Source: an optimization exercise on an open RTL-to-GDS flow (aim: small area, a short achievable clock period and few clock cycles). Production flows keep margins and buffers that such runs may drop. Only simulation tests tie the RTL to the original design; equivalence was not proved. Power and IR drop assume default switching activity.

## run 1
## framecore_tx
module framecore_tx (
    input  wire        clk,
    input  wire        rst,             
    input  wire        cmd_valid,
    output wire        cmd_ready,
    input  wire [2:0]  cmd_op,
    input  wire [6:0]  cmd_len,
    input  wire        cmd_scheme,      
    input  wire [32:0] cmd_gen,
    input  wire [7:0]  cmd_tag_start,
    input  wire [7:0]  cmd_tag_stop,
    input  wire [7:0]  cmd_tag_esc,
    input  wire        in_valid,
    output wire        in_ready,
    input  wire [7:0]  in_data,
    output wire        out_valid,
    input  wire        out_ready,
    output wire [7:0]  out_data,
    output reg         done,
    output reg  [3:0]  res_result,
    output reg  [3:0]  res_errcode,
    output reg  [31:0] res_rem,
    output reg  [7:0]  res_olen
);
Size: ~1800 cells after synthesis, ~170 flip-flops, ~140 I/O pins, about 16000 um2 of cells after synthesis.
clock: 5.0 ns
lec_check: 0
cap_margin: 20
core_margin: 2
core_utilization: 40
setup_slack_margin: 1.5
slew_margin: 20
standard.sh (not shown) runs the stock make flow with config.mk's settings and CLKGATE_MAP_FILE= SYNTH_SCRIPT=/design/flow/synth_recipe.tcl, a recipe that flattens the netlist after the stock synthesis.
==> flow/flow/run.sh <==
#!/bin/bash
set -euo pipefail
export BUFFER_PORTS_ARGS="-buffer_cell sky130_fd_sc_hd__buf_2"
bash standard.sh > standard_flow.log 2>&1
Run 1 | stages: all done | timing, DRC, antenna: all pass
Testbench counts of run 1, summed over its fixed seeds: cycles 11,556.
Input changes introduced in run 2 (baseline for comparison: run 1):
- an added TNS_END_PERCENT of 10
- an added CTS_BUF_LIST of sky130_fd_sc_hd__clkbuf_4 sky130_fd_sc_hd__clkbuf_8
==> comparison <==
Run 1 vs run 2, launching element of the worst setup path: cl[0] vs k[1]
Changes observed in run 2 relative to run 1: wire length per cell shows an increase of about 2%; count of placed standard cells in the final layout, fillers left out shows an increase of about 0.37%; switching part of the total power shows an increase of 2.1 points.
Number of DRC markers after the initial detailed-route iteration (run 1 / run 2): 0.77
Run 2 vs run 1, combinational power went up by about 1%.
Summary — part of the power in combinational logic, run 2 relative to run 1: higher, by 3.4 points.
From run 1 to run 2 the numbers moved as follows: clock-buffer cell count fell 3; estimated wirelength of the detail-placed design picked up an extra 450 um; met2 wire length dropped 0.50%.
Row post-CTS setup repair buffer count: run 2 higher / run 1 lower
Minimum hold slack | run 2 above run 1
Here is what was changed in the inputs of run 3 compared with run 2.
- clearing TNS_END_PERCENT, which used to be 10
- swapping 1.5 for 1.4 in SETUP_SLACK_MARGIN
Cmp run 3 vs run 2: post-route core utilization lower in run 3
Power up 0.64% in run 3 wrt run 2
When run 3 is measured against run 2, its vias per cell turns out about 1.2% lower.
Changes in run 4 relative to run 3:
- changing SETUP_SLACK_MARGIN from 1.4 to 1.5
- changing CORE_UTILIZATION from 40 to 55
--- outcome ---
- On floorplan core area, run 4 does better than run 3.
- The flow did not stop early for run 4: all stages ran, and the layout cleared the timing, design-rule and antenna checks.
- Worst hold slack across all endpoints deteriorates in run 4 relative to run 3.
- Critical path depth: run 4 vs run 3 up 3

---

build 46:
Starting RTL as in the previous note.
Settings: LEC_CHECK=0, CAP_MARGIN=20, CORE_MARGIN=2, CORE_UTILIZATION=45, CTS_BUF_LIST=sky130_fd_sc_hd__clkbuf_4 sky130_fd_sc_hd__clkbuf_8, SETUP_SLACK_MARGIN=1.5, SLEW_MARGIN=20; clock period 5.0 ns.
Scripts as last shown in full above: flow/flow/run.sh
The final layout from build 46, which completed every stage, passed the timing, design-rule and antenna checks at the end of the flow.
Testbench counts of build 46, summed over its fixed seeds: cycles 11,556.
What build 90 does differently from build 46 at the input level:
Settings: CORE_UTILIZATION changed from 45 to 40; ABC_AREA newly set to 1; CTS_BUF_LIST removed (was sky130_fd_sc_hd__clkbuf_4 sky130_fd_sc_hd__clkbuf_8).
--- outcome ---
- Measured against each other, build 90 and build 46 differ in final period demand of the worst path, the lower figure coming from build 90.
- | number of buffers and inverters on the critical path | higher: build 46 |
- Diff build 46 -> build 90: post-synthesis compound-gate area fraction now sits higher; global-route usage picked up an extra 1.2 points; count of filler cells inserted in the layout climbed about 40%; signed area change from the synthesized netlist to the final layout essentially unchanged; synthesized cell count +55%.
- simple AND/OR/NAND/NOR gates as the largest family of logic cells by synthesized area was reported by build 90, and XOR/XNOR gates by build 46.
- Core utilization (build 90 over build 46): decrease, 5.9 points
- Build 90: done, clean on timing, DRC and antenna
- Compare build 90 and build 46 | non-clock buffer count lower: build 90
- From build 46 to build 90 the numbers moved as follows: routed wire length went up by 28%; global-route wire length before repair went up by 21 mm.
What build 49 does differently from build 90 at the input level:
Settings: removing ABC_AREA (formerly 1); changing SETUP_SLACK_MARGIN from 1.5 to 1.65; setting CTS_BUF_LIST to sky130_fd_sc_hd__clkbuf_4 sky130_fd_sc_hd__clkbuf_8 for the first time.
==> results.txt <==
Dominant combinational cell family by area after synthesis = XOR/XNOR gates: build 49; dominant combinational cell family by area after synthesis = simple AND/OR/NAND/NOR gates: build 90
Build 49 vs build 90: biggest fanout along the worst timing path down in build 49
Diff build 49..build 90 | remaining global-route overflow | unchanged
Via count came out lower on build 49 than on build 90.
In build 49, die extent in x is lower than in build 90.
Compared to build 90, the routing of build 49 uses less wire.
Changes observed in build 49 relative to build 90: placed wire-length estimate after detailed placement has decreased, endpoint arrival time on the critical path flat, fmax ~0 delta, xor-xnor portion of the synthesized cell area has increased.
Comparing build 49 and build 90, post-placement worst setup slack is higher on build 49.
Modified inputs, build 3 compared to build 49
Settings: SETUP_SLACK_MARGIN now 1.5, was 1.65; CTS_CLUSTER_SIZE now 30, previously not set.
--- outcome ---
- Per the comparison of build 3 with build 49, routing usage on met3 -1.0 points, internal power contribution has increased.
- The share of async-settable or async-resettable flops after synthesis of build 3 and that of build 49 are within noise of each other.
- Relative to build 49, the filler-free cell count of the finished design measured on build 3 has decreased slightly.
- The count of clock-buffer cells in the layout of build 3 exceeds that of build 49 by 4.
- Lower net switching fraction of the power among build 49 and build 3: build 3
- Result: PASS for each of build 49 and build 3
- Summed area of non-filler cells in the final layout went down by a few percent going from build 49 to build 3.

## static timing again, ports no longer ideal
The flow's constraints put no driver on any port. The routed layouts listed below were extracted and timed again, unchanged, in two steps. Step 1 (the two cells are an assumption about what drives the block):
set clk [get_ports {clk}]
set_driving_cell -lib_cell sky130_fd_sc_hd__clkbuf_16 $clk
set_driving_cell -lib_cell sky130_fd_sc_hd__buf_2 [delete_from_list [all_inputs] $clk]
Step 2 times the ports against the registers' clock, not the clock port: input delays grow and output delays shrink by t, the midpoint of the rising clock arrivals with the driver on. a / b / c = ideal ports / drivers / drivers and shift; a / b = the first two.
| run | shift t [ns] | slack for setup (ns) | worst hold slack (ns) | worst setup path after step 2 | worst register clock-pin slew, ns |
|---|---|---|---|---|---|
| run 1 | 0.480 | 1.525 / 1.493 / 1.378 | 0.470 / 0.470 / 0.470 | input to register | 0.07 / 0.07 |
| run 2 | 0.534 | 1.455 / 1.427 / 1.174 | 0.493 / 0.493 / 0.493 | input to register | 0.10 / 0.10 |
| run 3 | 0.526 | 1.515 / 1.472 / 1.436 | 0.481 / 0.481 / 0.481 | input to register | 0.10 / 0.10 |
| run 4 | 0.520 | 1.460 / 1.410 / 1.347 | 0.451 / 0.451 / 0.451 | input to register | 0.12 / 0.12 |
| build 46 | 0.521 | 1.517 / 1.471 / 1.382 | 0.471 / 0.471 / 0.471 | input to register | 0.11 / 0.11 |
| build 90 | 0.510 | 1.534 / 1.475 / 1.177 | 0.449 / 0.449 / 0.449 | input to register | 0.08 / 0.08 |
| build 49 | 0.516 | 1.537 / 1.494 / 1.301 | 0.485 / 0.485 / 0.485 | input to register | 0.11 / 0.11 |
| build 3 | 0.524 | 1.524 / 1.481 / 1.424 | 0.479 / 0.479 / 0.479 | input to register | 0.10 / 0.10 |
After both steps every run listed still meets setup and hold. For build 90, which loses most, drivers alone change the setup slack by -0.059 ns; drivers and shift together by -0.357 ns.
